Background: an optimization exercise with open tools, aiming at small area, a short achievable clock period and few clock cycles per item. Do not read the settings as production practice. The RTL was checked by simulation tests, not by an equivalence proof against the original design.

==> flow/design.v, too long to show whole: its modules and the start of the top module <==
// module hpsdr_telem: 135 lines
// module hpsdr_fa: 5 lines
// module hpsdr_ha: 5 lines
// module hpsdr_s2: 1176 lines
// module hpsdr_bridge: 256 lines
// module hpsdr_add46: 290 lines
module hpsdr_telem (
    input  wire        clk,
    input  wire        rst,
    input  wire        in_valid,
    output wire        in_ready,
    input  wire [7:0]  in_c0,
    input  wire [31:0] in_data,
    output wire        out_valid,
    input  wire        out_ready,
    output reg  [2:0]  out_kind,
    output reg  [2:0]  out_keys,
    output reg  [31:0] out_a,
    output reg  [31:0] out_b
);
  // ...
==> flow/flow/run.sh <==
#!/bin/bash
set -euo pipefail
bash standard.sh SETUP_SLACK_MARGIN=6.8 finish > standard_flow.log 2>&1
==> flow/standard.sh <==
#!/bin/bash
# synth_recipe.tcl (not shown) runs the flow's synth.tcl, then flattens the netlist and writes it again
# the make line also repeats each setting of config.mk as NAME=value (left out here)
make -C /OpenROAD-flow-scripts/flow DESIGN_CONFIG=/design/flow/config.mk WORK_HOME=/design/flow/orfs CLKGATE_MAP_FILE= SYNTH_SCRIPT=/design/flow/synth_recipe.tcl "${@:-finish}"
==> flow/config.mk <==
export PLATFORM = sky130hd
export DESIGN_NAME = hpsdr_telem
export DESIGN_NICKNAME = hpsdr_telem
export VERILOG_FILES = /design/flow/design.v
export SDC_FILE = /design/flow/constraint.sdc
export NUM_CORES = 4
export LEC_CHECK = 0
export CAP_MARGIN = 20
export CORE_MARGIN = 2
export CORE_UTILIZATION = 40
export CTS_BUF_LIST = sky130_fd_sc_hd__clkbuf_4 sky130_fd_sc_hd__clkbuf_8
export SLEW_MARGIN = 20
export SYNTH_HIERARCHICAL = 1
==> flow/constraint.sdc <==
create_clock -name core_clock -period 12.0 [get_ports {clk}]
set_input_delay 2.4000 -clock core_clock [delete_from_list [all_inputs] [get_ports {clk}]]
set_output_delay 2.4000 -clock core_clock [all_outputs]
set_load 0.01 [all_outputs]
==> results.rst, run 1 <==
.. list-table::
   :header-rows: 1

   * - Metric
     - Value
   * - Final Cell Area
     - 0.0309 sq mm
   * - Uppermost routed layer
     - met5
   * - Placeable core region
     - 0.0641 sq mm
   * - Multi-input gates
     - 2015
   * - Initial detailed-routing violation count
     - 1298
   * - Fraction of area in multi-input gates
     - 0.625
   * - Clock network latency to the later pin of the worst-skew pair
     - 0.63 ns
   * - Wire length per cell after detailed routing
     - 22.3 um
   * - Hold-fix buffers at CTS
     - 0
   * - Met1 Usage GRT
     - 0.302
   * - Most common cell after layout, fill and taps aside
     - fa_1
   * - Count of fill cells added during filler insertion
     - 5811
   * - Die Span Y
     - 258 um
   * - Instance area at placement
     - 0.0279 sq mm
   * - Gate Count Post-Synth
     - 2470
   * - Largest Register
     - r2_t
   * - Maximum buffer depth of the clock tree
     - 3
   * - Maximum cell stage delay along the critical path
     - 0.59 ns
   * - Vias after detailed routing
     - 20400
   * - Total of plain and repair buffers excluding clock buffers
     - 266
   * - Largest registers
     - r2_t: 40 flops, out_a: 32 flops, sk_data: 32 flops
   * - Wirelength, routed
     - 80300 um
   * - Number of detailed-routing iterations run before antenna repair
     - 6
   * - Share of final layout cell area taken by clock buffers and inverters
     - 0.0284
   * - Status
     - finished clean
   * - Worst slack after detailed placement
     - 5.64 ns
   * - Total inserted antenna cells
     - 3
   * - Routed met1 length
     - 32500 um
   * - Share of the clock period used by the worst path
     - 0.433
   * - DRT antenna net count
     - 0
   * - Number of cells on the critical path
     - 17
   * - Routability Congestion
     - 0.911
   * - Largest fanout of any net on the critical path
     - 8
   * - Number of vias per cell after detailed routing
     - 5.68
   * - Startpoint-to-endpoint class of the critical path
     - reg -> reg
   * - Number of cells in the design after placement
     - 3379
Testbench counts, summed over its fixed seeds: cycles 3,224, items 3,200.
==> module hpsdr_telem, before the edit <==
module hpsdr_telem (
    input  wire        clk,
    input  wire        rst,
    input  wire        in_valid,
    output wire        in_ready,
    input  wire [7:0]  in_c0,
    input  wire [31:0] in_data,
    output wire        out_valid,
    input  wire        out_ready,
    output reg  [2:0]  out_kind,
    output reg  [2:0]  out_keys,
    output reg  [31:0] out_a,
    output reg  [31:0] out_b
);
    localparam [2:0] K_INFO   = 3'd0;
    localparam [2:0] K_FWD    = 3'd1;
    localparam [2:0] K_REV    = 3'd2;
    localparam [2:0] K_SUPPLY = 3'd3;
    localparam [2:0] K_ADC    = 3'd4;
    localparam [2:0] K_RAW    = 3'd5;
    localparam [2:0] K_REV0   = 3'd6;    
    reg v1, v2, v3;
    reg skid_full;
    wire en   = ~v3 | out_ready;
    wire take = in_valid & ~skid_full;
    assign in_ready  = ~skid_full;
    assign out_valid = v3;
    reg [2:0] in_kind;
    always @(*) begin
        case (in_c0[7:3])
            5'd0:    in_kind = K_INFO;
            5'd1:    in_kind = K_FWD;
            5'd2:    in_kind = K_REV;
            5'd3:    in_kind = K_SUPPLY;
            5'd4:    in_kind = K_ADC;
            default: in_kind = K_RAW;
        endcase
    end
    reg [2:0]  sk_kind;
    reg [2:0]  sk_keys;
    reg [31:0] sk_data;
    wire [2:0]  s_kind = skid_full ? sk_kind : in_kind;
    wire [2:0]  s_keys = skid_full ? sk_keys : in_c0[2:0];
    wire [31:0] s_data = skid_full ? sk_data : in_data;
    wire [15:0] s_hi   = s_data[31:16];
    wire [15:0] s_lo   = s_data[15:0];
    wire [19:0] u_hi = {1'b0, s_hi, 3'b0} + {3'b0, s_hi, 1'b0} + {4'b0, s_hi} - 20'd110;
    wire [19:0] u_lo = {1'b0, s_lo, 3'b0} + {3'b0, s_lo, 1'b0} + {4'b0, s_lo};
    wire        s_rev = (s_kind == K_REV);
    wire        s_fwd = (s_kind == K_FWD);
    wire        s_sup = (s_kind == K_SUPPLY);
    wire        s_oth = ~(s_rev | s_fwd | s_sup);
    wire [19:0] s_ub  = ({20{s_rev}} & u_hi) | ({20{s_fwd}} & u_lo);
    wire [19:0] s_us  = ({20{s_sup}} & u_lo) | ({20{s_oth}} & {4'd0, s_lo});
    reg [2:0]  r1_kind, r2_kind;
    reg [2:0]  r1_keys, r2_keys;
    reg [15:0] r1_h, r2_h;
    reg [19:0] r1_ub, r1_us;
    reg [39:0] r2_t;
    wire        conv = (r1_kind == K_FWD) | (r1_kind == K_REV) | (r1_kind == K_REV0) |
                       (r1_kind == K_SUPPLY);
    wire [39:0] t;
    hpsdr_s2 u_s2 (.ub(r1_ub), .us(r1_us), .t(t));
    wire [30:0] qb;
    hpsdr_bridge u_br (.t(r2_t), .q(qb));
    wire [7:0] c1 = r2_h[15:8];
    wire [7:0] c2 = r2_h[7:0];
    wire [7:0] c3 = r2_t[15:8];
    wire [7:0] c4 = r2_t[7:0];
    function [8:0] ver(input [7:0] v);
        reg [7:0] q, r;
        begin
            q = v / 8'd10;
            r = v % 8'd10;
            ver = {q[4:0], r[3:0]};
        end
    endfunction
    reg [2:0]  k_n;
    reg [31:0] a_r, b_r;
    always @(*) begin
        k_n = r2_kind;
        a_r = 32'd0;
        b_r = 32'd0;
        case (r2_kind)
            K_INFO:   begin a_r = {25'd0, c1[6:0]};
                            b_r = {5'd0, ver(c2), ver(c3), ver(c4)}; end
            K_FWD:    a_r = {16'd0, r2_h};
            K_REV:    b_r = {16'd0, r2_h};
            K_REV0:   begin b_r = {16'd0, r2_h}; k_n = K_REV; end
            K_SUPPLY: begin a_r = {16'd0, r2_h}; b_r = {7'd0, r2_t[24:0]}; end
            K_ADC:    begin a_r = {28'd0, c4[0], c3[0], c2[0], c1[0]};
                            b_r = {4'd0, c4[7:1], c3[7:1], c2[7:1], c1[7:1]}; end
            default:  a_r = {r2_h, r2_t[15:0]};
        endcase
    end
    wire [31:0] a_n = a_r | ({32{r2_kind == K_REV}} & {1'b0, qb});
    wire [31:0] b_n = b_r | ({32{r2_kind == K_FWD}} & {1'b0, qb});
    always @(posedge clk) begin
        if (rst) begin
            v1 <= 1'b0;
            v2 <= 1'b0;
            v3 <= 1'b0;
            skid_full <= 1'b0;
        end else if (en) begin
            v1 <= skid_full | take;
            v2 <= v1;
            v3 <= v2;
            skid_full <= 1'b0;
        end else if (take) begin
            skid_full <= 1'b1;
        end
    end
    always @(posedge clk) begin
        if (~skid_full) begin
            sk_kind <= in_kind;
            sk_keys <= in_c0[2:0];
            sk_data <= in_data;
        end
        if (en) begin
            r1_kind <= (s_rev && s_hi <= 16'd10) ? K_REV0 : s_kind;
            r1_keys <= s_keys;
            r1_h    <= s_rev ? s_lo : s_hi;
            r1_ub   <= s_ub;
            r1_us   <= s_us;
            r2_kind <= r1_kind;
            r2_keys <= r1_keys;
            r2_h    <= r1_h;
            r2_t    <= {t[39:16], conv ? t[15:0] : r1_us[15:0]};
            out_kind <= k_n;
            out_keys <= r2_keys;
            out_a    <= a_n;
            out_b    <= b_n;
        end
    end
endmodule
==> module hpsdr_bridge, before the edit <==
module hpsdr_bridge (t, q);
    input wire [39:0] t;
    output wire [30:0] q;
    wire s1;
    wire c2;
    wire s3;
    wire c4;
    wire s5;
    wire c6;
    wire s7;
    wire c8;
    wire s9;
    wire c10;
    wire s11;
    wire c12;
    wire s13;
    wire c14;
    wire s15;
    wire c16;
    wire s17;
    wire c18;
    wire s19;
    wire c20;
    wire s21;
    wire c22;
    wire s23;
    wire c24;
    wire s25;
    wire c26;
    wire s27;
    wire c28;
    wire s29;
    wire c30;
    wire s31;
    wire c32;
    wire s33;
    wire c34;
    wire s35;
    wire c36;
    wire s37;
    wire c38;
    wire s39;
    wire c40;
    wire s41;
    wire c42;
    wire s43;
    wire c44;
    wire s45;
    wire c46;
    wire s47;
    wire c48;
    wire s49;
    wire c50;
    wire s51;
    wire c52;
    wire s53;
    wire c54;
    wire s55;
    wire c56;
    wire s57;
    wire c58;
    wire s59;
    wire c60;
    wire s61;
    wire c62;
    wire s63;
    wire c64;
    wire s65;
    wire c66;
    wire s67;
    wire c68;
    wire s69;
    wire c70;
    wire s71;
    wire c72;
    wire s73;
    wire c74;
    wire s75;
    wire c76;
    wire s77;
    wire c78;
    wire s79;
    wire c80;
    wire s81;
    wire c82;
    wire s83;
    wire c84;
    wire s85;
    wire c86;
    wire s87;
    wire c88;
    wire s89;
    wire c90;
    wire s91;
    wire c92;
    wire s93;
    wire c94;
    wire s95;
    wire c96;
    wire s97;
    wire c98;
    wire s99;
    wire c100;
    wire s101;
    wire c102;
    wire s103;
    wire c104;
    wire s105;
    wire c106;
    wire s107;
    wire c108;
    wire s109;
    wire c110;
    wire s111;
    wire c112;
    wire s113;
    wire c114;
    wire s115;
    wire c116;
    wire s117;
    wire c118;
    wire s119;
    wire c120;
    wire s121;
    wire c122;
    wire s123;
    wire c124;
    wire s125;
    wire c126;
    wire s127;
    wire c128;
    wire s129;
    wire c130;
    wire s131;
    wire c132;
    wire s133;
    wire c134;
    wire s135;
    wire c136;
    wire s137;
    wire c138;
    wire s139;
    wire c140;
    wire s141;
    wire c142;
    wire s143;
    wire c144;
    wire s145;
    wire c146;
    wire s147;
    wire c148;
    wire s149;
    wire c150;
    wire s151;
    wire c152;
    wire s153;
    wire c154;
    wire s155;
    wire c156;
    wire s157;
    wire c158;
    wire s159;
    wire c160;
    wire s161;
    wire c162;
    wire s163;
    wire c164;
    wire s165;
    wire c166;
    hpsdr_ha s1_i (.a(t[27]), .b(t[17]), .s(s1), .co(c2));
    hpsdr_fa s3_i (.a(t[28]), .b(t[18]), .c(t[17]), .s(s3), .co(c4));
    hpsdr_ha s5_i (.a(t[29]), .b(t[19]), .s(s5), .co(c6));
    hpsdr_ha s7_i (.a(t[30]), .b(t[20]), .s(s7), .co(c8));
    hpsdr_ha s9_i (.a(t[31]), .b(t[21]), .s(s9), .co(c10));
    hpsdr_ha s11_i (.a(t[32]), .b(t[22]), .s(s11), .co(c12));
    hpsdr_ha s13_i (.a(t[33]), .b(t[23]), .s(s13), .co(c14));
    hpsdr_fa s15_i (.a(t[34]), .b(t[24]), .c(t[23]), .s(s15), .co(c16));
    hpsdr_fa s17_i (.a(t[35]), .b(t[25]), .c(t[24]), .s(s17), .co(c18));
    hpsdr_fa s19_i (.a(t[36]), .b(t[26]), .c(t[25]), .s(s19), .co(c20));
    hpsdr_fa s21_i (.a(t[37]), .b(t[27]), .c(t[26]), .s(s21), .co(c22));
    hpsdr_fa s23_i (.a(t[38]), .b(t[28]), .c(t[27]), .s(s23), .co(c24));
    hpsdr_fa s25_i (.a(t[39]), .b(t[29]), .c(t[28]), .s(s25), .co(c26));
    hpsdr_ha s27_i (.a(t[30]), .b(t[29]), .s(s27), .co(c28));
    hpsdr_ha s29_i (.a(t[31]), .b(t[30]), .s(s29), .co(c30));
    hpsdr_ha s31_i (.a(t[32]), .b(t[31]), .s(s31), .co(c32));
    hpsdr_ha s33_i (.a(t[33]), .b(t[32]), .s(s33), .co(c34));
    hpsdr_ha s35_i (.a(t[34]), .b(t[33]), .s(s35), .co(c36));
    hpsdr_ha s37_i (.a(t[35]), .b(t[34]), .s(s37), .co(c38));
    hpsdr_ha s39_i (.a(t[36]), .b(t[35]), .s(s39), .co(c40));
    hpsdr_ha s41_i (.a(t[37]), .b(t[36]), .s(s41), .co(c42));
    hpsdr_ha s43_i (.a(t[38]), .b(t[37]), .s(s43), .co(c44));
    hpsdr_ha s45_i (.a(t[39]), .b(t[38]), .s(s45), .co(c46));
    hpsdr_ha s47_i (.a(t[16]), .b(t[4]), .s(s47), .co(c48));
    hpsdr_fa s49_i (.a(t[5]), .b(1'b1), .c(s3), .s(s49), .co(c50));
    hpsdr_fa s51_i (.a(t[18]), .b(t[6]), .c(s5), .s(s51), .co(c52));
    hpsdr_fa s53_i (.a(t[19]), .b(t[7]), .c(s7), .s(s53), .co(c54));
    hpsdr_fa s55_i (.a(t[20]), .b(t[8]), .c(s9), .s(s55), .co(c56));
    hpsdr_fa s57_i (.a(t[21]), .b(t[9]), .c(s11), .s(s57), .co(c58));
    hpsdr_fa s59_i (.a(t[22]), .b(t[10]), .c(s13), .s(s59), .co(c60));
    hpsdr_fa s61_i (.a(t[11]), .b(t[0]), .c(s15), .s(s61), .co(c62));
    hpsdr_fa s63_i (.a(t[12]), .b(t[1]), .c(s17), .s(s63), .co(c64));
    hpsdr_fa s65_i (.a(t[13]), .b(t[2]), .c(s19), .s(s65), .co(c66));
    hpsdr_fa s67_i (.a(t[14]), .b(t[3]), .c(s21), .s(s67), .co(c68));
    hpsdr_fa s69_i (.a(t[15]), .b(t[4]), .c(s23), .s(s69), .co(c70));
    hpsdr_fa s71_i (.a(t[16]), .b(t[5]), .c(s25), .s(s71), .co(c72));
    hpsdr_fa s73_i (.a(t[17]), .b(t[6]), .c(s27), .s(s73), .co(c74));
    hpsdr_fa s75_i (.a(t[18]), .b(t[7]), .c(s29), .s(s75), .co(c76));
    hpsdr_fa s77_i (.a(t[19]), .b(t[8]), .c(s31), .s(s77), .co(c78));
    hpsdr_fa s79_i (.a(t[20]), .b(t[9]), .c(s33), .s(s79), .co(c80));
    hpsdr_fa s81_i (.a(t[21]), .b(t[10]), .c(s35), .s(s81), .co(c82));
    hpsdr_fa s83_i (.a(t[22]), .b(t[11]), .c(s37), .s(s83), .co(c84));
    hpsdr_fa s85_i (.a(t[23]), .b(t[12]), .c(s39), .s(s85), .co(c86));
    hpsdr_fa s87_i (.a(t[24]), .b(t[13]), .c(s41), .s(s87), .co(c88));
    hpsdr_fa s89_i (.a(t[25]), .b(t[14]), .c(s43), .s(s89), .co(c90));
    hpsdr_fa s91_i (.a(t[26]), .b(t[15]), .c(s45), .s(s91), .co(c92));
    hpsdr_fa s93_i (.a(t[39]), .b(t[27]), .c(t[16]), .s(s93), .co(c94));
    hpsdr_ha s95_i (.a(1'b1), .b(s1), .s(s95), .co(c96));
    hpsdr_fa s97_i (.a(c2), .b(s49), .c(c48), .s(s97), .co(c98));
    hpsdr_fa s99_i (.a(c4), .b(s51), .c(c50), .s(s99), .co(c100));
    hpsdr_fa s101_i (.a(c6), .b(s53), .c(c52), .s(s101), .co(c102));
    hpsdr_fa s103_i (.a(c8), .b(s55), .c(c54), .s(s103), .co(c104));
    hpsdr_fa s105_i (.a(c10), .b(s57), .c(c56), .s(s105), .co(c106));
    hpsdr_fa s107_i (.a(c12), .b(s59), .c(c58), .s(s107), .co(c108));
    hpsdr_fa s109_i (.a(c14), .b(s61), .c(c60), .s(s109), .co(c110));
    hpsdr_fa s111_i (.a(c16), .b(s63), .c(c62), .s(s111), .co(c112));
    hpsdr_fa s113_i (.a(c18), .b(s65), .c(c64), .s(s113), .co(c114));
    hpsdr_fa s115_i (.a(c20), .b(s67), .c(c66), .s(s115), .co(c116));
    hpsdr_fa s117_i (.a(c22), .b(s69), .c(c68), .s(s117), .co(c118));
    hpsdr_fa s119_i (.a(c24), .b(s71), .c(c70), .s(s119), .co(c120));
    hpsdr_fa s121_i (.a(c26), .b(s73), .c(c72), .s(s121), .co(c122));
    hpsdr_fa s123_i (.a(c28), .b(s75), .c(c74), .s(s123), .co(c124));
    hpsdr_fa s125_i (.a(c30), .b(s77), .c(c76), .s(s125), .co(c126));
    hpsdr_fa s127_i (.a(c32), .b(s79), .c(c78), .s(s127), .co(c128));
    hpsdr_fa s129_i (.a(c34), .b(s81), .c(c80), .s(s129), .co(c130));
    hpsdr_fa s131_i (.a(c36), .b(s83), .c(c82), .s(s131), .co(c132));
    hpsdr_fa s133_i (.a(c38), .b(s85), .c(c84), .s(s133), .co(c134));
    hpsdr_fa s135_i (.a(c40), .b(s87), .c(c86), .s(s135), .co(c136));
    hpsdr_fa s137_i (.a(c42), .b(s89), .c(c88), .s(s137), .co(c138));
    hpsdr_fa s139_i (.a(c44), .b(s91), .c(c90), .s(s139), .co(c140));
    hpsdr_fa s141_i (.a(c46), .b(s93), .c(c92), .s(s141), .co(c142));
    hpsdr_fa s143_i (.a(t[28]), .b(t[17]), .c(c94), .s(s143), .co(c144));
    hpsdr_ha s145_i (.a(t[29]), .b(t[18]), .s(s145), .co(c146));
    hpsdr_ha s147_i (.a(t[30]), .b(t[19]), .s(s147), .co(c148));
    hpsdr_ha s149_i (.a(t[31]), .b(t[20]), .s(s149), .co(c150));
    hpsdr_ha s151_i (.a(t[32]), .b(t[21]), .s(s151), .co(c152));
    hpsdr_ha s153_i (.a(t[33]), .b(t[22]), .s(s153), .co(c154));
    hpsdr_ha s155_i (.a(t[34]), .b(t[23]), .s(s155), .co(c156));
    hpsdr_ha s157_i (.a(t[35]), .b(t[24]), .s(s157), .co(c158));
    hpsdr_ha s159_i (.a(t[36]), .b(t[25]), .s(s159), .co(c160));
    hpsdr_ha s161_i (.a(t[37]), .b(t[26]), .s(s161), .co(c162));
    hpsdr_ha s163_i (.a(t[38]), .b(t[27]), .s(s163), .co(c164));
    hpsdr_ha s165_i (.a(t[39]), .b(t[28]), .s(s165), .co(c166));
    wire [45:0] full;
    hpsdr_add46 u_add (.a({t[38], t[37], t[36], t[35], t[34], t[33], t[32], t[31], t[30], t[29], s165, s163, s161, s159, s157, s155, s153, s151, s149, s147, s145, s143, s141, s139, s137, s135, s133, s131, s129, s127, s125, s123, s121, s119, s117, s115, s113, s111, s109, s107, s105, s103, s101, s99, s97, s47}), .b({1'b0, 1'b0, 1'b0, 1'b0, 1'b0, 1'b0, 1'b0, 1'b0, 1'b0, c166, c164, c162, c160, c158, c156, c154, c152, c150, c148, c146, c144, c142, c140, c138, c136, c134, c132, c130, c128, c126, c124, c122, c120, c118, c116, c114, c112, c110, c108, c106, c104, c102, c100, c98, c96, s95}), .s(full));
    assign q = full[45:15];
endmodule
==> run 2, diff against run 1 <==
--- a/flow/design.v
+++ b/flow/design.v
@@ -14,58 +14,70 @@
 );
     localparam [2:0] K_INFO   = 3'd0;
     localparam [2:0] K_FWD    = 3'd1;
     localparam [2:0] K_REV    = 3'd2;
     localparam [2:0] K_SUPPLY = 3'd3;
     localparam [2:0] K_ADC    = 3'd4;
     localparam [2:0] K_RAW    = 3'd5;
     localparam [2:0] K_REV0   = 3'd6;    
-    reg v1, v2, v3;
+    reg v1, v2a, v2, v3;
     reg skid_full;
+    reg rdy;             
     wire en   = ~v3 | out_ready;
     wire take = in_valid & ~skid_full;
-    assign in_ready  = ~skid_full;
+    assign in_ready  = rdy;
     assign out_valid = v3;
     reg [2:0] in_kind;
     always @(*) begin
         case (in_c0[7:3])
             5'd0:    in_kind = K_INFO;
             5'd1:    in_kind = K_FWD;
             5'd2:    in_kind = K_REV;
             5'd3:    in_kind = K_SUPPLY;
             5'd4:    in_kind = K_ADC;
             default: in_kind = K_RAW;
         endcase
     end
     reg [2:0]  sk_kind;
     reg [2:0]  sk_keys;
     reg [31:0] sk_data;
-    wire [2:0]  s_kind = skid_full ? sk_kind : in_kind;
-    wire [2:0]  s_keys = skid_full ? sk_keys : in_c0[2:0];
-    wire [31:0] s_data = skid_full ? sk_data : in_data;
+    reg        v0;
+    reg [2:0]  s_kind;
+    reg [2:0]  s_keys;
+    reg [31:0] s_data;
     wire [15:0] s_hi   = s_data[31:16];
     wire [15:0] s_lo   = s_data[15:0];
     wire [19:0] u_hi = {1'b0, s_hi, 3'b0} + {3'b0, s_hi, 1'b0} + {4'b0, s_hi} - 20'd110;
     wire [19:0] u_lo = {1'b0, s_lo, 3'b0} + {3'b0, s_lo, 1'b0} + {4'b0, s_lo};
     wire        s_rev = (s_kind == K_REV);
     wire        s_fwd = (s_kind == K_FWD);
     wire        s_sup = (s_kind == K_SUPPLY);
     wire        s_oth = ~(s_rev | s_fwd | s_sup);
     wire [19:0] s_ub  = ({20{s_rev}} & u_hi) | ({20{s_fwd}} & u_lo);
     wire [19:0] s_us  = ({20{s_sup}} & u_lo) | ({20{s_oth}} & {4'd0, s_lo});
-    reg [2:0]  r1_kind, r2_kind;
-    reg [2:0]  r1_keys, r2_keys;
-    reg [15:0] r1_h, r2_h;
+    reg [2:0]  r1_kind, r2a_kind, r2_kind;
+    reg [2:0]  r1_keys, r2a_keys, r2_keys;
+    reg [15:0] r1_h, r2a_h, r2_h;
+    reg [39:0] r2a_ra, r2a_rb;
+    reg        r2a_fc;
     reg [19:0] r1_ub, r1_us;
     reg [39:0] r2_t;
-    wire        conv = (r1_kind == K_FWD) | (r1_kind == K_REV) | (r1_kind == K_REV0) |
-                       (r1_kind == K_SUPPLY);
+    reg        r2_selq_a, r2_selq_b;    
+    wire [39:0] ra, rb;
+    wire        fc;
+    hpsdr_s2 u_s2 (.ub(r1_ub), .us(r1_us), .ra(ra), .rb(rb), .fc(fc));
+    wire        conv1 = (r1_kind == K_FWD) | (r1_kind == K_REV) | (r1_kind == K_REV0) |
+                        (r1_kind == K_SUPPLY);
+    wire [39:0] ra_m = {conv1 ? ra[39:32] : r1_us[15:8], ra[31:0]};
+    wire [39:0] rb_m = {conv1 ? rb[39:32] : r1_us[7:0],  rb[31:0]};
+    wire        conv = (r2a_kind == K_FWD) | (r2a_kind == K_REV) | (r2a_kind == K_REV0) |
+                       (r2a_kind == K_SUPPLY);
     wire [39:0] t;
-    hpsdr_s2 u_s2 (.ub(r1_ub), .us(r1_us), .t(t));
+    hpsdr_cpa40 u_cpa (.ra(r2a_ra), .rb(r2a_rb), .fc(r2a_fc), .t(t));
     wire [30:0] qb;
     hpsdr_bridge u_br (.t(r2_t), .q(qb));
     wire [7:0] c1 = r2_h[15:8];
     wire [7:0] c2 = r2_h[7:0];
     wire [7:0] c3 = r2_t[15:8];
     wire [7:0] c4 = r2_t[7:0];
     function [8:0] ver(input [7:0] v);
         reg [7:0] q, r;
@@ -88,70 +100,97 @@
             K_REV:    b_r = {16'd0, r2_h};
             K_REV0:   begin b_r = {16'd0, r2_h}; k_n = K_REV; end
             K_SUPPLY: begin a_r = {16'd0, r2_h}; b_r = {7'd0, r2_t[24:0]}; end
             K_ADC:    begin a_r = {28'd0, c4[0], c3[0], c2[0], c1[0]};
                             b_r = {4'd0, c4[7:1], c3[7:1], c2[7:1], c1[7:1]}; end
             default:  a_r = {r2_h, r2_t[15:0]};
         endcase
     end
-    wire [31:0] a_n = a_r | ({32{r2_kind == K_REV}} & {1'b0, qb});
-    wire [31:0] b_n = b_r | ({32{r2_kind == K_FWD}} & {1'b0, qb});
+    wire [31:0] a_n, b_n;
+    hpsdr_aor u_aor_a (.r(a_r), .s(r2_selq_a), .q({1'b0, qb}), .y(a_n));
+    hpsdr_aor u_aor_b (.r(b_r), .s(r2_selq_b), .q({1'b0, qb}), .y(b_n));
     always @(posedge clk) begin
         if (rst) begin
+            v0 <= 1'b0;
             v1 <= 1'b0;
+            v2a <= 1'b0;
             v2 <= 1'b0;
             v3 <= 1'b0;
             skid_full <= 1'b0;
+            rdy <= 1'b1;
         end else if (en) begin
-            v1 <= skid_full | take;
-            v2 <= v1;
+            v0 <= skid_full | take;
+            v1 <= v0;
+            v2a <= v1;
+            v2 <= v2a;
             v3 <= v2;
             skid_full <= 1'b0;
+            rdy <= 1'b1;
         end else if (take) begin
             skid_full <= 1'b1;
+            rdy <= 1'b0;
         end
     end
     always @(posedge clk) begin
         if (~skid_full) begin
             sk_kind <= in_kind;
             sk_keys <= in_c0[2:0];
             sk_data <= in_data;
         end
         if (en) begin
+            s_kind  <= skid_full ? sk_kind : in_kind;
+            s_keys  <= skid_full ? sk_keys : in_c0[2:0];
+            s_data  <= skid_full ? sk_data : in_data;
             r1_kind <= (s_rev && s_hi <= 16'd10) ? K_REV0 : s_kind;
             r1_keys <= s_keys;
             r1_h    <= s_rev ? s_lo : s_hi;
             r1_ub   <= s_ub;
             r1_us   <= s_us;
-            r2_kind <= r1_kind;
-            r2_keys <= r1_keys;
-            r2_h    <= r1_h;
-            r2_t    <= {t[39:16], conv ? t[15:0] : r1_us[15:0]};
+            r2a_kind <= r1_kind;
+            r2a_keys <= r1_keys;
+            r2a_h    <= r1_h;
+            r2a_ra   <= ra_m;
+            r2a_rb   <= rb_m;
+            r2a_fc   <= fc;
+            r2_kind <= r2a_kind;
+            r2_selq_a <= (r2a_kind == K_REV);
+            r2_selq_b <= (r2a_kind == K_FWD);
+            r2_keys <= r2a_keys;
+            r2_h    <= r2a_h;
+            r2_t    <= {t[39:16], conv ? t[15:0] : {r2a_ra[39:32], r2a_rb[39:32]}};
             out_kind <= k_n;
             out_keys <= r2_keys;
             out_a    <= a_n;
             out_b    <= b_n;
         end
     end
 endmodule
+module hpsdr_aor (r, s, q, y);
+    input wire [31:0] r, q;
+    input wire s;
+    output wire [31:0] y;
+    assign y = r | ({32{s}} & q);
+endmodule
 module hpsdr_fa (a, b, c, s, co);
     input wire a, b, c;
     output wire s, co;
     assign {co, s} = a + b + c;
 endmodule
 module hpsdr_ha (a, b, s, co);
     input wire a, b;
     output wire s, co;
     assign {co, s} = a + b;
 endmodule
-module hpsdr_s2 (ub, us, t);
+module hpsdr_s2 (ub, us, ra, rb, fc);
     input wire [19:0] ub;
     input wire [19:0] us;
-    output wire [39:0] t;
+    output wire [39:0] ra;
+    output wire [39:0] rb;
+    output wire fc;
     wire [19:0] un = ~us;
     wire g1;
     wire g2;
     wire g3;
     wire g4;
     wire g5;
     wire g6;
     wire g7;
@@ -1311,18 +1350,22 @@
     hpsdr_fa s699_i (.a(c490), .b(s595), .c(c594), .s(s699), .co(c700));
     hpsdr_fa s701_i (.a(c494), .b(s597), .c(c596), .s(s701), .co(c702));
     hpsdr_fa s703_i (.a(c498), .b(s599), .c(c598), .s(s703), .co(c704));
     hpsdr_fa s705_i (.a(c500), .b(s601), .c(c600), .s(s705), .co(c706));
     hpsdr_fa s707_i (.a(c502), .b(s603), .c(c602), .s(s707), .co(c708));
     hpsdr_fa s709_i (.a(1'b1), .b(s605), .c(c604), .s(s709), .co(c710));
     hpsdr_fa s711_i (.a(g193), .b(1'b1), .c(c606), .s(s711), .co(c712));
     hpsdr_fa s713_i (.a(g194), .b(ub[19]), .c(1'b1), .s(s713), .co(c714));
-    wire [54:0] full = {1'b1, s713, s711, s709, s707, s705, s703, s701, s699, s697, s695, s693, s691, s689, s687, s685, s683, s681, s679, s677, s675, s673, s671, s669, s667, s665, s663, s661, s659, s657, s655, s653, s651, s649, s647, s645, s643, s641, s639, s637, s635, s633, s631, s629, s627, s625, s623, s621, s619, s617, s615, s613, s611, s609, s503} + {c714, c712, c710, c708, c706, c704, c702, c700, c698, c696, c694, c692, c690, c688, c686, c684, c682, c680, c678, c676, c674, c672, c670, c668, c666, c664, c662, c660, c658, c656, c654, c652, c650, c648, c646, c644, c642, c640, c638, c636, c634, c632, c630, c628, c626, c624, c622, c620, c618, c616, c614, c612, c610, c608, s607};
-    assign t = full[54:15];
+    wire [54:0] ra_ = {1'b1, s713, s711, s709, s707, s705, s703, s701, s699, s697, s695, s693, s691, s689, s687, s685, s683, s681, s679, s677, s675, s673, s671, s669, s667, s665, s663, s661, s659, s657, s655, s653, s651, s649, s647, s645, s643, s641, s639, s637, s635, s633, s631, s629, s627, s625, s623, s621, s619, s617, s615, s613, s611, s609, s503};
+    wire [54:0] rb_ = {c714, c712, c710, c708, c706, c704, c702, c700, c698, c696, c694, c692, c690, c688, c686, c684, c682, c680, c678, c676, c674, c672, c670, c668, c666, c664, c662, c660, c658, c656, c654, c652, c650, c648, c646, c644, c642, c640, c638, c636, c634, c632, c630, c628, c626, c624, c622, c620, c618, c616, c614, c612, c610, c608, s607};
+    wire [15:0] fs_ = {1'b0, ra_[14:0]} + {1'b0, rb_[14:0]};
+    assign fc = fs_[15];
+    assign ra = ra_[54:15];
+    assign rb = rb_[54:15];
 endmodule
 module hpsdr_bridge (t, q);
     input wire [39:0] t;
     output wire [30:0] q;
     wire s1;
     wire c2;
     wire s3;
     wire c4;
@@ -1566,302 +1609,18 @@
     hpsdr_ha s151_i (.a(t[32]), .b(t[21]), .s(s151), .co(c152));
     hpsdr_ha s153_i (.a(t[33]), .b(t[22]), .s(s153), .co(c154));
     hpsdr_ha s155_i (.a(t[34]), .b(t[23]), .s(s155), .co(c156));
     hpsdr_ha s157_i (.a(t[35]), .b(t[24]), .s(s157), .co(c158));
     hpsdr_ha s159_i (.a(t[36]), .b(t[25]), .s(s159), .co(c160));
     hpsdr_ha s161_i (.a(t[37]), .b(t[26]), .s(s161), .co(c162));
     hpsdr_ha s163_i (.a(t[38]), .b(t[27]), .s(s163), .co(c164));
     hpsdr_ha s165_i (.a(t[39]), .b(t[28]), .s(s165), .co(c166));
-    wire [45:0] full;
-    hpsdr_add46 u_add (.a({t[38], t[37], t[36], t[35], t[34], t[33], t[32], t[31], t[30], t[29], s165, s163, s161, s159, s157, s155, s153, s151, s149, s147, s145, s143, s141, s139, s137, s135, s133, s131, s129, s127, s125, s123, s121, s119, s117, s115, s113, s111, s109, s107, s105, s103, s101, s99, s97, s47}), .b({1'b0, 1'b0, 1'b0, 1'b0, 1'b0, 1'b0, 1'b0, 1'b0, 1'b0, c166, c164, c162, c160, c158, c156, c154, c152, c150, c148, c146, c144, c142, c140, c138, c136, c134, c132, c130, c128, c126, c124, c122, c120, c118, c116, c114, c112, c110, c108, c106, c104, c102, c100, c98, c96, s95}), .s(full));
+    wire [45:0] full = {t[38], t[37], t[36], t[35], t[34], t[33], t[32], t[31], t[30], t[29], s165, s163, s161, s159, s157, s155, s153, s151, s149, s147, s145, s143, s141, s139, s137, s135, s133, s131, s129, s127, s125, s123, s121, s119, s117, s115, s113, s111, s109, s107, s105, s103, s101, s99, s97, s47} + {1'b0, 1'b0, 1'b0, 1'b0, 1'b0, 1'b0, 1'b0, 1'b0, 1'b0, c166, c164, c162, c160, c158, c156, c154, c152, c150, c148, c146, c144, c142, c140, c138, c136, c134, c132, c130, c128, c126, c124, c122, c120, c118, c116, c114, c112, c110, c108, c106, c104, c102, c100, c98, c96, s95};
     assign q = full[45:15];
 endmodule
-module hpsdr_add46 (a, b, s);
-    input wire [45:0] a, b;
-    output wire [45:0] s;
-    wire [45:0] g0 = a & b;
-    wire [45:0] p0 = a ^ b;
-    wire g1 = g0[1] | (p0[1] & g0[0]);
-    wire p1 = p0[1] & p0[0];
-    wire g2 = g0[3] | (p0[3] & g0[2]);
-    wire p2 = p0[3] & p0[2];
-    wire g3 = g0[5] | (p0[5] & g0[4]);
-    wire p3 = p0[5] & p0[4];
-    wire g4 = g0[7] | (p0[7] & g0[6]);
-    wire p4 = p0[7] & p0[6];
-    wire g5 = g0[9] | (p0[9] & g0[8]);
-    wire p5 = p0[9] & p0[8];
-    wire g6 = g0[11] | (p0[11] & g0[10]);
-    wire p6 = p0[11] & p0[10];
-    wire g7 = g0[13] | (p0[13] & g0[12]);
-    wire p7 = p0[13] & p0[12];
-    wire g8 = g0[15] | (p0[15] & g0[14]);
-    wire p8 = p0[15] & p0[14];
-    wire g9 = g0[17] | (p0[17] & g0[16]);
-    wire p9 = p0[17] & p0[16];
-    wire g10 = g0[19] | (p0[19] & g0[18]);
-    wire p10 = p0[19] & p0[18];
-    wire g11 = g0[21] | (p0[21] & g0[20]);
-    wire p11 = p0[21] & p0[20];
-    wire g12 = g0[23] | (p0[23] & g0[22]);
-    wire p12 = p0[23] & p0[22];
-    wire g13 = g0[25] | (p0[25] & g0[24]);
-    wire p13 = p0[25] & p0[24];
-    wire g14 = g0[27] | (p0[27] & g0[26]);
-    wire p14 = p0[27] & p0[26];
-    wire g15 = g0[29] | (p0[29] & g0[28]);
-    wire p15 = p0[29] & p0[28];
-    wire g16 = g0[31] | (p0[31] & g0[30]);
-    wire p16 = p0[31] & p0[30];
-    wire g17 = g0[33] | (p0[33] & g0[32]);
-    wire p17 = p0[33] & p0[32];
-    wire g18 = g0[35] | (p0[35] & g0[34]);
-    wire p18 = p0[35] & p0[34];
-    wire g19 = g0[37] | (p0[37] & g0[36]);
-    wire p19 = p0[37] & p0[36];
-    wire g20 = g0[39] | (p0[39] & g0[38]);
-    wire p20 = p0[39] & p0[38];
-    wire g21 = g0[41] | (p0[41] & g0[40]);
-    wire p21 = p0[41] & p0[40];
-    wire g22 = g0[43] | (p0[43] & g0[42]);
-    wire p22 = p0[43] & p0[42];
-    wire g23 = g0[45] | (p0[45] & g0[44]);
-    wire p23 = p0[45] & p0[44];
-    wire g24 = g0[2] | (p0[2] & g1);
-    wire p24 = p0[2] & p1;
-    wire g25 = g2 | (p2 & g1);
-    wire p25 = p2 & p1;
-    wire g26 = g0[6] | (p0[6] & g3);
-    wire p26 = p0[6] & p3;
-    wire g27 = g4 | (p4 & g3);
-    wire p27 = p4 & p3;
-    wire g28 = g0[10] | (p0[10] & g5);
-    wire p28 = p0[10] & p5;
-    wire g29 = g6 | (p6 & g5);
-    wire p29 = p6 & p5;
-    wire g30 = g0[14] | (p0[14] & g7);
-    wire p30 = p0[14] & p7;
-    wire g31 = g8 | (p8 & g7);
-    wire p31 = p8 & p7;
-    wire g32 = g0[18] | (p0[18] & g9);
-    wire p32 = p0[18] & p9;
-    wire g33 = g10 | (p10 & g9);
-    wire p33 = p10 & p9;
-    wire g34 = g0[22] | (p0[22] & g11);
-    wire p34 = p0[22] & p11;
-    wire g35 = g12 | (p12 & g11);
-    wire p35 = p12 & p11;
-    wire g36 = g0[26] | (p0[26] & g13);
-    wire p36 = p0[26] & p13;
-    wire g37 = g14 | (p14 & g13);
-    wire p37 = p14 & p13;
-    wire g38 = g0[30] | (p0[30] & g15);
-    wire p38 = p0[30] & p15;
-    wire g39 = g16 | (p16 & g15);
-    wire p39 = p16 & p15;
-    wire g40 = g0[34] | (p0[34] & g17);
-    wire p40 = p0[34] & p17;
-    wire g41 = g18 | (p18 & g17);
-    wire p41 = p18 & p17;
-    wire g42 = g0[38] | (p0[38] & g19);
-    wire p42 = p0[38] & p19;
-    wire g43 = g20 | (p20 & g19);
-    wire p43 = p20 & p19;
-    wire g44 = g0[42] | (p0[42] & g21);
-    wire p44 = p0[42] & p21;
-    wire g45 = g22 | (p22 & g21);
-    wire p45 = p22 & p21;
-    wire g46 = g0[4] | (p0[4] & g25);
-    wire p46 = p0[4] & p25;
-    wire g47 = g3 | (p3 & g25);
-    wire p47 = p3 & p25;
-    wire g48 = g26 | (p26 & g25);
-    wire p48 = p26 & p25;
-    wire g49 = g27 | (p27 & g25);
-    wire p49 = p27 & p25;
-    wire g50 = g0[12] | (p0[12] & g29);
-    wire p50 = p0[12] & p29;
-    wire g51 = g7 | (p7 & g29);
-    wire p51 = p7 & p29;
-    wire g52 = g30 | (p30 & g29);
-    wire p52 = p30 & p29;
-    wire g53 = g31 | (p31 & g29);
-    wire p53 = p31 & p29;
-    wire g54 = g0[20] | (p0[20] & g33);
-    wire p54 = p0[20] & p33;
-    wire g55 = g11 | (p11 & g33);
-    wire p55 = p11 & p33;
-    wire g56 = g34 | (p34 & g33);
-    wire p56 = p34 & p33;
-    wire g57 = g35 | (p35 & g33);
-    wire p57 = p35 & p33;
-    wire g58 = g0[28] | (p0[28] & g37);
-    wire p58 = p0[28] & p37;
-    wire g59 = g15 | (p15 & g37);
-    wire p59 = p15 & p37;
-    wire g60 = g38 | (p38 & g37);
-    wire p60 = p38 & p37;
-    wire g61 = g39 | (p39 & g37);
-    wire p61 = p39 & p37;
-    wire g62 = g0[36] | (p0[36] & g41);
-    wire p62 = p0[36] & p41;
-    wire g63 = g19 | (p19 & g41);
-    wire p63 = p19 & p41;
-    wire g64 = g42 | (p42 & g41);
-    wire p64 = p42 & p41;
-    wire g65 = g43 | (p43 & g41);
-    wire p65 = p43 & p41;
-    wire g66 = g0[44] | (p0[44] & g45);
-    wire p66 = p0[44] & p45;
-    wire g67 = g23 | (p23 & g45);
-    wire p67 = p23 & p45;
-    wire g68 = g0[8] | (p0[8] & g49);
-    wire p68 = p0[8] & p49;
-    wire g69 = g5 | (p5 & g49);
-    wire p69 = p5 & p49;
-    wire g70 = g28 | (p28 & g49);
-    wire p70 = p28 & p49;
-    wire g71 = g29 | (p29 & g49);
-    wire p71 = p29 & p49;
-    wire g72 = g50 | (p50 & g49);
-    wire p72 = p50 & p49;
-    wire g73 = g51 | (p51 & g49);
-    wire p73 = p51 & p49;
-    wire g74 = g52 | (p52 & g49);
-    wire p74 = p52 & p49;
-    wire g75 = g53 | (p53 & g49);
-    wire p75 = p53 & p49;
-    wire g76 = g0[24] | (p0[24] & g57);
-    wire p76 = p0[24] & p57;
-    wire g77 = g13 | (p13 & g57);
-    wire p77 = p13 & p57;
-    wire g78 = g36 | (p36 & g57);
-    wire p78 = p36 & p57;
-    wire g79 = g37 | (p37 & g57);
-    wire p79 = p37 & p57;
-    wire g80 = g58 | (p58 & g57);
-    wire p80 = p58 & p57;
-    wire g81 = g59 | (p59 & g57);
-    wire p81 = p59 & p57;
-    wire g82 = g60 | (p60 & g57);
-    wire p82 = p60 & p57;
-    wire g83 = g61 | (p61 & g57);
-    wire p83 = p61 & p57;
-    wire g84 = g0[40] | (p0[40] & g65);
-    wire p84 = p0[40] & p65;
-    wire g85 = g21 | (p21 & g65);
-    wire p85 = p21 & p65;
-    wire g86 = g44 | (p44 & g65);
-    wire p86 = p44 & p65;
-    wire g87 = g45 | (p45 & g65);
-    wire p87 = p45 & p65;
-    wire g88 = g66 | (p66 & g65);
-    wire p88 = p66 & p65;
-    wire g89 = g67 | (p67 & g65);
-    wire p89 = p67 & p65;
-    wire g90 = g0[16] | (p0[16] & g75);
-    wire p90 = p0[16] & p75;
-    wire g91 = g9 | (p9 & g75);
-    wire p91 = p9 & p75;
-    wire g92 = g32 | (p32 & g75);
-    wire p92 = p32 & p75;
-    wire g93 = g33 | (p33 & g75);
-    wire p93 = p33 & p75;
-    wire g94 = g54 | (p54 & g75);
-    wire p94 = p54 & p75;
-    wire g95 = g55 | (p55 & g75);
-    wire p95 = p55 & p75;
-    wire g96 = g56 | (p56 & g75);
-    wire p96 = p56 & p75;
-    wire g97 = g57 | (p57 & g75);
-    wire p97 = p57 & p75;
-    wire g98 = g76 | (p76 & g75);
-    wire p98 = p76 & p75;
-    wire g99 = g77 | (p77 & g75);
-    wire p99 = p77 & p75;
-    wire g100 = g78 | (p78 & g75);
-    wire p100 = p78 & p75;
-    wire g101 = g79 | (p79 & g75);
-    wire p101 = p79 & p75;
-    wire g102 = g80 | (p80 & g75);
-    wire p102 = p80 & p75;
-    wire g103 = g81 | (p81 & g75);
-    wire p103 = p81 & p75;
-    wire g104 = g82 | (p82 & g75);
-    wire p104 = p82 & p75;
-    wire g105 = g83 | (p83 & g75);
-    wire p105 = p83 & p75;
-    wire g106 = g0[32] | (p0[32] & g105);
-    wire p106 = p0[32] & p105;
-    wire g107 = g17 | (p17 & g105);
-    wire p107 = p17 & p105;
-    wire g108 = g40 | (p40 & g105);
-    wire p108 = p40 & p105;
-    wire g109 = g41 | (p41 & g105);
-    wire p109 = p41 & p105;
-    wire g110 = g62 | (p62 & g105);
-    wire p110 = p62 & p105;
-    wire g111 = g63 | (p63 & g105);
-    wire p111 = p63 & p105;
-    wire g112 = g64 | (p64 & g105);
-    wire p112 = p64 & p105;
-    wire g113 = g65 | (p65 & g105);
-    wire p113 = p65 & p105;
-    wire g114 = g84 | (p84 & g105);
-    wire p114 = p84 & p105;
-    wire g115 = g85 | (p85 & g105);
-    wire p115 = p85 & p105;
-    wire g116 = g86 | (p86 & g105);
-    wire p116 = p86 & p105;
-    wire g117 = g87 | (p87 & g105);
-    wire p117 = p87 & p105;
-    wire g118 = g88 | (p88 & g105);
-    wire p118 = p88 & p105;
-    wire g119 = g89 | (p89 & g105);
-    wire p119 = p89 & p105;
-    assign s[0] = p0[0];
-    assign s[1] = p0[1] ^ g0[0];
-    assign s[2] = p0[2] ^ g1;
-    assign s[3] = p0[3] ^ g24;
-    assign s[4] = p0[4] ^ g25;
-    assign s[5] = p0[5] ^ g46;
-    assign s[6] = p0[6] ^ g47;
-    assign s[7] = p0[7] ^ g48;
-    assign s[8] = p0[8] ^ g49;
-    assign s[9] = p0[9] ^ g68;
-    assign s[10] = p0[10] ^ g69;
-    assign s[11] = p0[11] ^ g70;
-    assign s[12] = p0[12] ^ g71;
-    assign s[13] = p0[13] ^ g72;
-    assign s[14] = p0[14] ^ g73;
-    assign s[15] = p0[15] ^ g74;
-    assign s[16] = p0[16] ^ g75;
-    assign s[17] = p0[17] ^ g90;
-    assign s[18] = p0[18] ^ g91;
-    assign s[19] = p0[19] ^ g92;
-    assign s[20] = p0[20] ^ g93;
-    assign s[21] = p0[21] ^ g94;
-    assign s[22] = p0[22] ^ g95;
-    assign s[23] = p0[23] ^ g96;
-    assign s[24] = p0[24] ^ g97;
-    assign s[25] = p0[25] ^ g98;
-    assign s[26] = p0[26] ^ g99;
-    assign s[27] = p0[27] ^ g100;
-    assign s[28] = p0[28] ^ g101;
-    assign s[29] = p0[29] ^ g102;
-    assign s[30] = p0[30] ^ g103;
-    assign s[31] = p0[31] ^ g104;
-    assign s[32] = p0[32] ^ g105;
-    assign s[33] = p0[33] ^ g106;
-    assign s[34] = p0[34] ^ g107;
-    assign s[35] = p0[35] ^ g108;
-    assign s[36] = p0[36] ^ g109;
-    assign s[37] = p0[37] ^ g110;
-    assign s[38] = p0[38] ^ g111;
-    assign s[39] = p0[39] ^ g112;
-    assign s[40] = p0[40] ^ g113;
-    assign s[41] = p0[41] ^ g114;
-    assign s[42] = p0[42] ^ g115;
-    assign s[43] = p0[43] ^ g116;
-    assign s[44] = p0[44] ^ g117;
-    assign s[45] = p0[45] ^ g118;
+module hpsdr_cpa40 (ra, rb, fc, t);
+    input wire [39:0] ra, rb;
+    input wire fc;
+    output wire [39:0] t;
+    wire [40:0] s = {ra, 1'b1} + {rb, fc};
+    assign t = s[40:1];
 endmodule
==> flow/flow/run.sh (replaced) <==
#!/bin/bash
set -euo pipefail
bash standard.sh SETUP_SLACK_MARGIN=7.7 finish > standard_flow.log 2>&1
==> flow/config.mk (replaced) <==
export PLATFORM = sky130hd
export DESIGN_NAME = hpsdr_telem
export DESIGN_NICKNAME = hpsdr_telem
export VERILOG_FILES = /design/flow/design.v
export SDC_FILE = /design/flow/constraint.sdc
export NUM_CORES = 4
export LEC_CHECK = 0
export CAP_MARGIN = 20
export CORE_MARGIN = 2
export CORE_UTILIZATION = 40
export SLEW_MARGIN = 20
export SYNTH_HIERARCHICAL = 1
==> run 2 against run 1 <==
Wire length rose by 10%. Design area rose by 15%. Synthesized area rose by 21%. Die area rose by 21%. Cell count rose by 8.9%. Still clean on timing, DRC and antenna. Maximum frequency rose by 16%. Synthesized cell count rose by 11%.
==> results.rst, run 2 <==
.. list-table::
   :header-rows: 1

   * - Metric
     - Value
   * - Status
     - finished clean
   * - Count of nets after finishing
     - 3400
   * - Placeable core region
     - 0.0773 sq mm (+21%)
   * - Number of clock sinks
     - 382
   * - Worst Min Path Start
     - r2a_keys[2]$_DFFE_PP_
   * - Worst slack after detailed placement
     - 6.37 ns (+0.729 ns)
   * - Share of the clock period used by the worst path
     - 0.372 (-0.0611)
   * - Vias after detailed routing
     - 21900 (+7.2%)
   * - Clock buffers created by TritonCTS
     - 43
   * - Remaining routing DRC violations
     - 0
   * - CP startpoint kind
     - flip-flop
   * - Proportion of netlist area held by the largest area contributor
     - 0.324
   * - Most used standard cell by instance count after synthesis
     - edfxtp_1
   * - Max Fclk
     - 224 MHz
   * - Pin slew with the least headroom to its limit
     - 1.17 ns
   * - Largest registers
     - r2_t: 40 flops, r2a_ra: 40 flops, r2a_rb: 40 flops
   * - Critical path data required time
     - 12.47 ns
   * - Type of the most critical hold path
     - reg -> reg
   * - Worst relative slew slack
     - 0.217
   * - Worst reg2reg startpoint
     - r2_t[27]$_DFFE_PP_
   * - Number of antenna violations at the first check in global routing
     - 2
   * - Initial detailed-routing violation count
     - 1712 (+32%)
   * - Horiz. Die Dim
     - 283 um
   * - CTS tree
     - built
   * - Initial cell density of the core
     - 0.404
   * - Number of violations of the max-capacitance limit
     - 0
   * - Boundary pin count
     - 116
   * - Fin Setup TNS
     - 0 ns
   * - Vias in the first global route
     - 22700
   * - Total global-route track usage
     - 0.219
   * - Total of buffers placed on input and output ports
     - 115
   * - Clock network latency to the later pin of the worst-skew pair
     - 0.59 ns (-0.04 ns)
   * - Type of destination of the critical path
     - flip-flop
   * - Hold Vio Cnt, Final
     - 0
   * - Largest area contributor in the netlist
     - edfxtp_1
   * - Synthesis Warnings
     - 7
   * - Largest fanout of any net on the critical path
     - 10 (+2)
   * - Maximum buffer depth of the clock tree
     - 3 (unchanged)
   * - Setup repair after global routing missed its margin
     - true
   * - Most used flip-flop cell after synthesis
     - edfxtp_1
   * - Post-synthesis register bit count
     - 382
   * - Wire length per cell after detailed routing
     - 22.6 um (+1.3%)
   * - Die area
     - 0.0803 sq mm
   * - Arrival time of data at the critical path endpoint
     - 4.93 ns
   * - Average footprint of a synthesized cell
     - 11.3 sq um
   * - Routability Congestion
     - 0.948 (+4.1%)
   * - Non-filler cells in the finished layout
     - 3913
   * - Launch point of the worst path
     - r2_t[27]$_DFFE_PP_
   * - Hold-fix buffers at CTS
     - 0 (unchanged)
   * - Cell at the root of the clock tree
     - clkbuf_16
   * - Total number of placement rows
     - 102
   * - Fraction of final layout cells sized beyond drive strength 1
     - 0.120
   * - Area contributors post-synth
     - edfxtp_1, fa_1, ha_1
   * - Grt ovf
     - 0
   * - Count of fill cells added during filler insertion
     - 7050 (+21%)
   * - Shortest period the worst path allows
     - 4.46 ns
   * - Cell repeated most along the worst path
     - fa_1
   * - Most common cell after layout, fill and taps aside
     - edfxtp_1
   * - DRT antenna net count
     - 0 (unchanged)
   * - Smallest setup slack after layout
     - 7.54 ns
   * - Number of detailed-routing iterations run before antenna repair
     - 6 (unchanged)
   * - Largest net degree at the start of global routing
     - 86
   * - Leading cell types in the layout, fill and taps excluded
     - edfxtp_1, fa_1, nand2_1, ha_1, and2_1
   * - Final core area utilization
     - 0.458
   * - Die Span Y
     - 283 um (+9.9%)
   * - Cell type of the slowest stage on the worst timing path
     - fa_1
   * - Setup violations, final
     - 0
   * - Wirelength, routed
     - 88600 um (+10%)
   * - Yosys cell types
     - 101
   * - First-pass GRT wire length
     - 135000 um
   * - Syn Std Cell Area
     - 0.0312 sq mm
   * - Worst Clk Skew
     - 0.0377 ns
   * - Detailed Place HPWL
     - 65800 um
   * - Startpoint-to-endpoint class of the critical path
     - reg -> reg
   * - Multi-input gate area
     - 0.0194 sq mm
   * - Area growth from synthesis to final layout
     - 13.5%
   * - Number of cells in the design after placement
     - 3770 (+12%)
   * - Maximum cell stage delay along the critical path
     - 0.51 ns (-0.08 ns)
   * - Worst-path clk slew
     - 0.06 ns
   * - Top cells by instance count after synthesis
     - edfxtp_1, fa_1, nand2_1, ha_1, and2_1
   * - Area taken by flip-flops and latches
     - 0.0110 sq mm
   * - Number of vias per cell after detailed routing
     - 5.59 (-1.5%)
   * - Number of flops mapped to enable cells by yosys
     - 337
   * - Final-report max-slew violation count
     - 0
   * - FFs w/ async S/R, synth
     - 0
   * - Sequence of cells on the critical path
     - buf_4 > fa_1 > fa_1 > fa_1 > ha_4 > nand2_4 > a21oi_2 > o211a_1 > and3b_1 > a21oi_2 > buf_4 > o31ai_4 > buf_12 > o2111ai_1 > xnor2_1 > a21o_2
   * - Gate Count Post-Synth
     - 2751 (+11%)
   * - H-tree depth reported by CTS
     - 2
   * - Seq/Total Area, Yosys
     - 0.353
==> run 2: changes by cell type in the layout (fill, tap and decap cells not counted), moves of 27 or more <==
cell       delta
edfxtp_1    +144
a21o_1       +72
buf_4        -55
mux2_2       +47
o21ai_0      +45
clkbuf_16    +41
clkbuf_8     -39
nand2_1      +39
inv_2        -28
mux2i_1      -27
o22ai_1      -27
==> run 2: what timing repair did <==
action                     CTS  global route
cloned                       1             0
pin swaps                   25            48
setup endpoints to repair  281           145
hold endpoints to repair     0             0
setup buffers               51            11
gates resized for setup     54            57
==> run 2: cell type report <==
type                       count  share of cell area
clock inverter                26             0.00812
tap                         1040              0.0367
multi-input combinational   2097               0.546
antenna                        1           0.0000706
timing repair buffer         201              0.0524
sequential                   382               0.311
inverter                     113              0.0120
clock buffer                  53              0.0332
==> run 2: routing by layer <==
| metal | part of all wire | GRT usage | vias to the layer above |
|---|---|---|---|
| met5 | 0 | 0 | - |
| met4 | 0.033 | 0.0713 | 0 |
| met3 | 0.058 | 0.0300 | 140 |
| met2 | 0.48 | 0.367 | 730 |
| met1 | 0.42 | 0.292 | 11100 |
| li1 | - | - | 9871 |
==> run 2: through the flow <==
step                area (sq um)  hold slack (ns)
floorplan                  31400            0.400
global placement           32900            0.401
detailed placement         32900            0.405
CTS                        35000            0.420
global route               35400            0.424
finish                     35400            0.410
==> run 2: path summary, 6_finish.rpt <==
path                                             end  slack [ns]  cells past startpoint
worst max-delay path             out_b[30]$_DFFE_PP_        7.54                     16
worst min-delay path            r2_keys[2]$_DFFE_PP_        0.41                      0
worst max register to register   out_b[30]$_DFFE_PP_        7.54                     16
worst min register to register  r2_keys[2]$_DFFE_PP_        0.41                      0
==> run 2: cell families after synthesis <==
kind of cell | share of synthesized area
compound gates | 0.132
xor+xnor | 0.0297
fa+ha+maj | 0.286
buf+inv | 0.0504
flops | 0.353
mux | 0.0301
other cells | 0.000361
simple gates | 0.118
==> run 2: modules after synthesis, one instance, submodules excluded, a selection <==
module	copies in the design	cells	flops+latches	area (sq um)
hpsdr_fa	290	1	0	20.0
hpsdr_s2	1	404	0	2360
hpsdr_aor	2	35	0	277
hpsdr_ha	53	1	0	12.5
hpsdr_cpa40	1	318	0	2240
hpsdr_telem	1	1340	382	17700
==> run 2: worst max-delay path: cells and delay by family (launching register included) <==
family / cells / cell delay (ns)
XOR/XNOR: 1 / 0.41
buffers and inverters: 3 / 0.49
AO/OA/AOI/OAI: 6 / 0.95
flip-flops: 1 / 0.47
AND/OR/NAND/NOR: 2 / 0.26
adder cells (fa/ha/maj): 4 / 1.73
Testbench counts of run 2, summed over its fixed seeds: cycles 3,240, items 3,200.

==> port drivers added, routing unchanged <==
The flow's constraints put no driver on any port. The routed layouts listed below were extracted and timed again, unchanged, in two steps. Step 1: set_driving_cell puts a clkbuf_16 on clk and a buf_2 on each other input, an assumption about the parent block. Step 2 times the ports against the registers' clock, not the clock port: input delays grow and output delays shrink by t, the midpoint of the rising clock arrivals with the driver on. Slacks: ideal ports / drivers / drivers and shift; pairs: ideal ports / drivers.
| run | t, ns | setup slack, ns | worst setup path after step 2 |
|---|---|---|---|
| run 1 | 0.652 | 6.806 / 6.806 / 6.196 | input to register |
| run 2 | 0.630 | 7.539 / 7.539 / 7.291 | input to register |
After both steps setup and hold are still met in every run listed. For run 1, which loses most, drivers alone change the setup slack by 0.000 ns; drivers and shift together by -0.610 ns.
